This is an optimization exercise on Yosys and OpenROAD, whose aim is small area, a short achievable clock period and few clock cycles, not a production implementation. The RTL was checked by simulation tests, not by an equivalence proof against the original design. Power and IR drop assume default switching activity.

== rev 12 ==
## cic_core
module cic_core (
    input  wire        clk,
    input  wire        rst,
    input  wire        start,
    input  wire        region_pal,
    input  wire        abort_req,
    input  wire [7:0]  seed,
    input  wire [47:0] checksum,    
    input  wire        pif_clk,
    input  wire        pif_din,
    output wire        drive_low,
    output wire        ready,
    output wire        busy,
    output wire        lockup,
    output reg  [1:0]  outcome
);
==> flow/config.mk <==
export PLATFORM = sky130hd
export DESIGN_NAME = cic_core
export DESIGN_NICKNAME = cic_core
export VERILOG_FILES = /design/flow/design.v
export SDC_FILE = /design/flow/constraint.sdc
export NUM_CORES = 4
export LEC_CHECK = 0
export ABC_CLOCK_PERIOD_IN_PS = 2500
export CAP_MARGIN = 20
export CORE_MARGIN = 2
export CORE_UTILIZATION = 50
export CTS_CLUSTER_DIAMETER = 70
export CTS_CLUSTER_SIZE = 24
export PLACE_DENSITY = 0.6
export SETUP_SLACK_MARGIN = 4.45
export SLEW_MARGIN = 20
==> flow/constraint.sdc <==
create_clock -name core_clock -period 7.0 [get_ports {clk}]
set_input_delay 1.4000 -clock core_clock [delete_from_list [all_inputs] [get_ports {clk}]]
set_output_delay 1.4000 -clock core_clock [all_outputs]
set_load 0.01 [all_outputs]
standard.sh (not shown) runs the stock make flow with config.mk's settings and CLKGATE_MAP_FILE= SYNTH_SCRIPT=/design/flow/synth_recipe.tcl, a recipe that flattens the netlist after the stock synthesis.
==> flow/flow/run.sh <==
#!/bin/bash
# The standard layout, with the port buffers made of buf_2 cells (which
# the resizer may size up) instead of the default delay-buffer cell.
set -euo pipefail
export BUFFER_PORTS_ARGS="-buffer_cell sky130_fd_sc_hd__buf_2"
bash standard.sh > standard_flow.log 2>&1
Testbench counts of rev 12, summed over its fixed seeds: cycles 47,175.
Input changes introduced in rev 13 (baseline for comparison: rev 12):
# rev 12
export LEC_CHECK = 0
export ABC_CLOCK_PERIOD_IN_PS = 2500
export CAP_MARGIN = 20
export CORE_MARGIN = 2
export CORE_UTILIZATION = 50
export CTS_CLUSTER_DIAMETER = 70
export CTS_CLUSTER_SIZE = 24
export PLACE_DENSITY = 0.6
export SETUP_SLACK_MARGIN = 4.45
export SLEW_MARGIN = 20
create_clock -name core_clock -period 7.0 [get_ports {clk}]
# rev 13
export LEC_CHECK = 0
export ABC_CLOCK_PERIOD_IN_PS = 2500
export CAP_MARGIN = 20
export CORE_MARGIN = 2
export CORE_UTILIZATION = 50
export CTS_CLUSTER_DIAMETER = 75
export CTS_CLUSTER_SIZE = 28
export PLACE_DENSITY = 0.6
export SETUP_SLACK_MARGIN = 4.4
export SLEW_MARGIN = 20
create_clock -name core_clock -period 7.0 [get_ports {clk}]
Notes after the runs:
On overall via count from detail_route, rev 13 and rev 12 are basically level. Diff rev 12..rev 13 | total setup violations reported at the end of the flow | unchanged. From rev 12 to rev 13 the numbers moved as follows: post-layout instance area lower, least setup slack across all paths after layout down 0.079 ns.

========
run 1:
cic_core, a different RTL version from the one above (not shown whole).
Size in the first run: about 1,200 cells after synthesis.
==> flow/config.mk <==
export PLATFORM = sky130hd
export DESIGN_NAME = cic_core
export DESIGN_NICKNAME = cic_core
export VERILOG_FILES = /design/flow/design.v
export SDC_FILE = /design/flow/constraint.sdc
export NUM_CORES = 4
export LEC_CHECK = 0
export ABC_CLOCK_PERIOD_IN_PS = 2500
export CAP_MARGIN = 20
export CORE_MARGIN = 2
export CORE_UTILIZATION = 50
export CTS_CLUSTER_DIAMETER = 70
export CTS_CLUSTER_SIZE = 24
export PLACE_DENSITY = 0.6
export SETUP_SLACK_MARGIN = 4.5
export SLEW_MARGIN = 20
==> flow/constraint.sdc <==
create_clock -name core_clock -period 7.0 [get_ports {clk}]
set_input_delay 1.4000 -clock core_clock [delete_from_list [all_inputs] [get_ports {clk}]]
set_output_delay 1.4000 -clock core_clock [all_outputs]
set_load 0.01 [all_outputs]
==> flow/flow/run.sh <==
#!/bin/bash
# The standard layout, with the port buffers made of buf_1 cells (which
# the resizer may size up) instead of the default delay-buffer cell.
set -euo pipefail
export BUFFER_PORTS_ARGS="-buffer_cell sky130_fd_sc_hd__buf_1"
bash standard.sh > standard_flow.log 2>&1
Run 1 finished every stage and its layout cleared the timing, DRC and antenna checks.
Testbench counts of run 1, summed over its fixed seeds: cycles 47,364.
Setup changes, run 1 to run 2
# run 1
export LEC_CHECK = 0
export ABC_CLOCK_PERIOD_IN_PS = 2500
export CAP_MARGIN = 20
export CORE_MARGIN = 2
export CORE_UTILIZATION = 50
export CTS_CLUSTER_DIAMETER = 70
export CTS_CLUSTER_SIZE = 24
export PLACE_DENSITY = 0.6
export SETUP_SLACK_MARGIN = 4.5
export SLEW_MARGIN = 20
create_clock -name core_clock -period 7.0 [get_ports {clk}]
# run 2
export LEC_CHECK = 0
export ABC_CLOCK_PERIOD_IN_PS = 2500
export CAP_MARGIN = 20
export CORE_MARGIN = 2
export CORE_UTILIZATION = 50
export CTS_CLUSTER_DIAMETER = 60
export CTS_CLUSTER_SIZE = 20
export PLACE_DENSITY = 0.6
export SETUP_SLACK_MARGIN = 4.5
export SLEW_MARGIN = 20
create_clock -name core_clock -period 7.0 [get_ports {clk}]
==> flow/flow/run.sh <==
#!/bin/bash
# The standard layout, with the port buffers made of buf_2 cells (which
# the resizer may size up) instead of the default delay-buffer cell.
set -euo pipefail
export BUFFER_PORTS_ARGS="-buffer_cell sky130_fd_sc_hd__buf_2"
bash standard.sh > standard_flow.log 2>&1
--- outcome ---
| area added between synthesis and finish | higher: run 2 |
For wire length of the first global-routing pass, run 1 and run 2 come out practically identical.
Run 2 completed every stage of the flow, and the final layout passed the timing, DRC and antenna checks.
There was hardly any difference in cell count between run 2 and run 1.
The final reports for run 2 and run 1 show delay of the slowest critical-path stage lower in the former.
Run 2 vs. run 1: summed area of non-filler cells in the final layout went up by about 0.7%; clock latency at the later pin of the worst-skew pair flat; number of cells on the critical path now smaller.
The following lists how run 3 was set up differently from run 2:
# run 2
export LEC_CHECK = 0
export ABC_CLOCK_PERIOD_IN_PS = 2500
export CAP_MARGIN = 20
export CORE_MARGIN = 2
export CORE_UTILIZATION = 50
export CTS_CLUSTER_DIAMETER = 60
export CTS_CLUSTER_SIZE = 20
export PLACE_DENSITY = 0.6
export SETUP_SLACK_MARGIN = 4.5
export SLEW_MARGIN = 20
create_clock -name core_clock -period 7.0 [get_ports {clk}]
# run 3
export LEC_CHECK = 0
export ABC_CLOCK_PERIOD_IN_PS = 2500
export CAP_MARGIN = 20
export CORE_MARGIN = 2
export CORE_UTILIZATION = 50
export CTS_CLUSTER_DIAMETER = 70
export CTS_CLUSTER_SIZE = 24
export PLACE_DENSITY = 0.6
export SETUP_SLACK_MARGIN = 4.5
export SLEW_MARGIN = 20
create_clock -name core_clock -period 7.0 [get_ports {clk}]
- Run 3 and run 2 ended up with nearly the same post-route antenna net violation count.
- Number of buffer cells added on primary ports: run 3 vs run 2 identical
- On met3 usage, run 3 and run 2 are basically level.
- Sort run 3 and run 2 by setup slack after layout, ascending, and run 2 comes first.
- As of run 3, count of clock-buffer cells in the layout had fallen by a little under 10% compared to run 2.
- Global-route usage (lower): run 3
What run 4 does differently from run 3 at the input level:
# run 3
export LEC_CHECK = 0
export ABC_CLOCK_PERIOD_IN_PS = 2500
export CAP_MARGIN = 20
export CORE_MARGIN = 2
export CORE_UTILIZATION = 50
export CTS_CLUSTER_DIAMETER = 70
export CTS_CLUSTER_SIZE = 24
export PLACE_DENSITY = 0.6
export SETUP_SLACK_MARGIN = 4.5
export SLEW_MARGIN = 20
create_clock -name core_clock -period 7.0 [get_ports {clk}]
# run 4
export LEC_CHECK = 0
export ABC_CLOCK_PERIOD_IN_PS = 2500
export CAP_MARGIN = 20
export CORE_MARGIN = 2
export CORE_UTILIZATION = 50
export PLACE_DENSITY = 0.6
export SETUP_SLACK_MARGIN = 4.5
export SLEW_MARGIN = 20
create_clock -name core_clock -period 7.0 [get_ports {clk}]
Results
- Between run 4 and run 3, it is run 4 whose multi-input gate share of the layout cell area is lower, by 0.81 points.
- From run 3 to run 4 the numbers moved as follows: design area now sits higher, register bit count reported by yosys closely matched the old numbers.
- Compared with run 3, run 4 shows a global router's overall resource usage that is 0.29 points higher.
- Run 4 against run 3; cell count is up slightly.
- Compared with run 3, the router placed more vias in run 4.
- Fraction of layout cells with a size suffix above 1 came out higher on run 4 than on run 3.
- Re power per cell area: run 3 was lower than run 4.
- Routed wire in run 4 totals more than in run 3.
- Sort run 4 and run 3 by portion of total power attributed to the clock network, descending, and run 4 comes first.

========
cic_core with an RTL version that a note above also has.
Size in the first run: ~220 flip-flops, ~69 I/O pins.
==> flow/config.mk <==
export PLATFORM = sky130hd
export DESIGN_NAME = cic_core
export DESIGN_NICKNAME = cic_core
export VERILOG_FILES = /design/flow/design.v
export SDC_FILE = /design/flow/constraint.sdc
export NUM_CORES = 4
export LEC_CHECK = 0
export ABC_CLOCK_PERIOD_IN_PS = 2500
export CAP_MARGIN = 20
export CORE_MARGIN = 2
export CORE_UTILIZATION = 50
export CTS_CLUSTER_DIAMETER = 70
export CTS_CLUSTER_SIZE = 24
export GPL_ROUTABILITY_DRIVEN = 0
export PLACE_DENSITY = 0.6
export SETUP_SLACK_MARGIN = 4.4
export SLEW_MARGIN = 20
==> flow/constraint.sdc <==
create_clock -name core_clock -period 7.0 [get_ports {clk}]
set_input_delay 1.4000 -clock core_clock [delete_from_list [all_inputs] [get_ports {clk}]]
set_output_delay 1.4000 -clock core_clock [all_outputs]
set_load 0.01 [all_outputs]
==> flow/flow/run.sh <==
#!/bin/bash
# The standard layout, with the port buffers made of buf_2 cells (which
# the resizer may size up) instead of the default delay-buffer cell.
set -euo pipefail
export BUFFER_PORTS_ARGS="-buffer_cell sky130_fd_sc_hd__buf_2"
bash standard.sh > standard_flow.log 2>&1
Testbench counts at the start, summed over its fixed seeds: cycles 47,175.
Rerun with:
==> flow/flow/run.sh (replaced) <==
#!/bin/bash
# The standard layout, with the port buffers made of buf_1 cells (which
# the resizer may size up) instead of the default delay-buffer cell.
set -euo pipefail
export BUFFER_PORTS_ARGS="-buffer_cell sky130_fd_sc_hd__buf_1"
bash standard.sh > standard_flow.log 2>&1
--- a/flow/config.mk
+++ b/flow/config.mk
@@ -12,5 +12,4 @@
 export CTS_CLUSTER_DIAMETER = 70
 export CTS_CLUSTER_SIZE = 24
-export GPL_ROUTABILITY_DRIVEN = 0
 export PLACE_DENSITY = 0.6
 export SETUP_SLACK_MARGIN = 4.4
After rerunning: Die area stays the same; clock power goes up slightly; final area barely changes; total power hardly moves; routed wire length drops slightly; global-route usage fell by 0.18 points; via count is about the same; sequential cell count is unchanged; sequential power hardly moves; clock skew barely changes.
Rerun with:
==> flow/flow/run.sh (replaced) <==
#!/bin/bash
# The standard layout, with the port buffers made of buf_2 cells (which
# the resizer may size up) instead of the default delay-buffer cell.
set -euo pipefail
export BUFFER_PORTS_ARGS="-buffer_cell sky130_fd_sc_hd__buf_2"
bash standard.sh > standard_flow.log 2>&1
--- a/flow/config.mk
+++ b/flow/config.mk
@@ -6,5 +6,5 @@
 export NUM_CORES = 4
 export LEC_CHECK = 0
-export ABC_CLOCK_PERIOD_IN_PS = 2500
+export ABC_CLOCK_PERIOD_IN_PS = 3500
 export CAP_MARGIN = 20
 export CORE_MARGIN = 2
Wire length increases by 2.2%. Clock skew stays flat. Worst setup slack improved by 0.047 ns. Cell area grows by 0.49%. Synthesized cell count does not change. Worst hold slack stays flat.
Rerun with:
--- a/flow/config.mk
+++ b/flow/config.mk
@@ -6,5 +6,5 @@
 export NUM_CORES = 4
 export LEC_CHECK = 0
-export ABC_CLOCK_PERIOD_IN_PS = 3500
+export ABC_CLOCK_PERIOD_IN_PS = 2500
 export CAP_MARGIN = 20
 export CORE_MARGIN = 2
@@ -12,5 +12,5 @@
 export CTS_CLUSTER_DIAMETER = 70
 export CTS_CLUSTER_SIZE = 24
-export PLACE_DENSITY = 0.6
+export PLACE_DENSITY = 0.7
 export SETUP_SLACK_MARGIN = 4.4
 export SLEW_MARGIN = 20
Design area is about the same.
Worst hold slack gets worse by 0.0053 ns.
Setup slack is worse by 0.064 ns.
Combinational power came out lower by about 2%.
Sequential share of layout area decreases by 0.15 points.
Non-clock buffer count went up by 4.
Power went down by 0.91%.

## afterwards: timing with drivers on the ports
No port has a modelled driver above. Below, the same layouts with a new extraction and two added sets of constraints. Step 1: set_driving_cell puts a clkbuf_16 on clk and a buf_2 on each other input, an assumption about the parent block. Step 2 adds t to the input delays and takes it off the output delays; t is the mean of the earliest and latest rising clock arrival at the registers after step 1. Input paths then give back, and output paths get back, about the clock's delay inside the block. Slacks: ideal / step 1 / step 2; pairs: ideal / step 1.
run	t (ns)	slack for setup (ns)	clock arrival spread, ns	cell pins on the clock port's net
rev 12	0.548	4.522 / 4.476 / 4.084	0.020 / 0.020	1
rev 13	0.530	4.443 / 4.443 / 4.051	0.021 / 0.021	1
run 1	0.549	4.536 / 4.520 / 4.073	0.029 / 0.029	1
run 2	0.562	4.556 / 4.511 / 4.113	0.018 / 0.017	1
run 3	0.530	4.568 / 4.555 / 4.087	0.021 / 0.021	1
run 4	0.575	4.540 / 4.508 / 4.106	0.016 / 0.016	1
the first run of note 3	0.533	4.376 / 4.376 / 4.012	0.018 / 0.018	1
the second run of note 3	0.537	4.449 / 4.449 / 4.000	0.017 / 0.016	1
the third run of note 3	0.534	4.497 / 4.478 / 4.037	0.017 / 0.017	1
the fourth run of note 3	0.527	4.432 / 4.432 / 4.058	0.020 / 0.020	1
After both steps setup and hold are still met in every run listed. The setup slack of run 3, which loses most, moves by -0.013 ns with the drivers and by -0.481 ns with both steps.
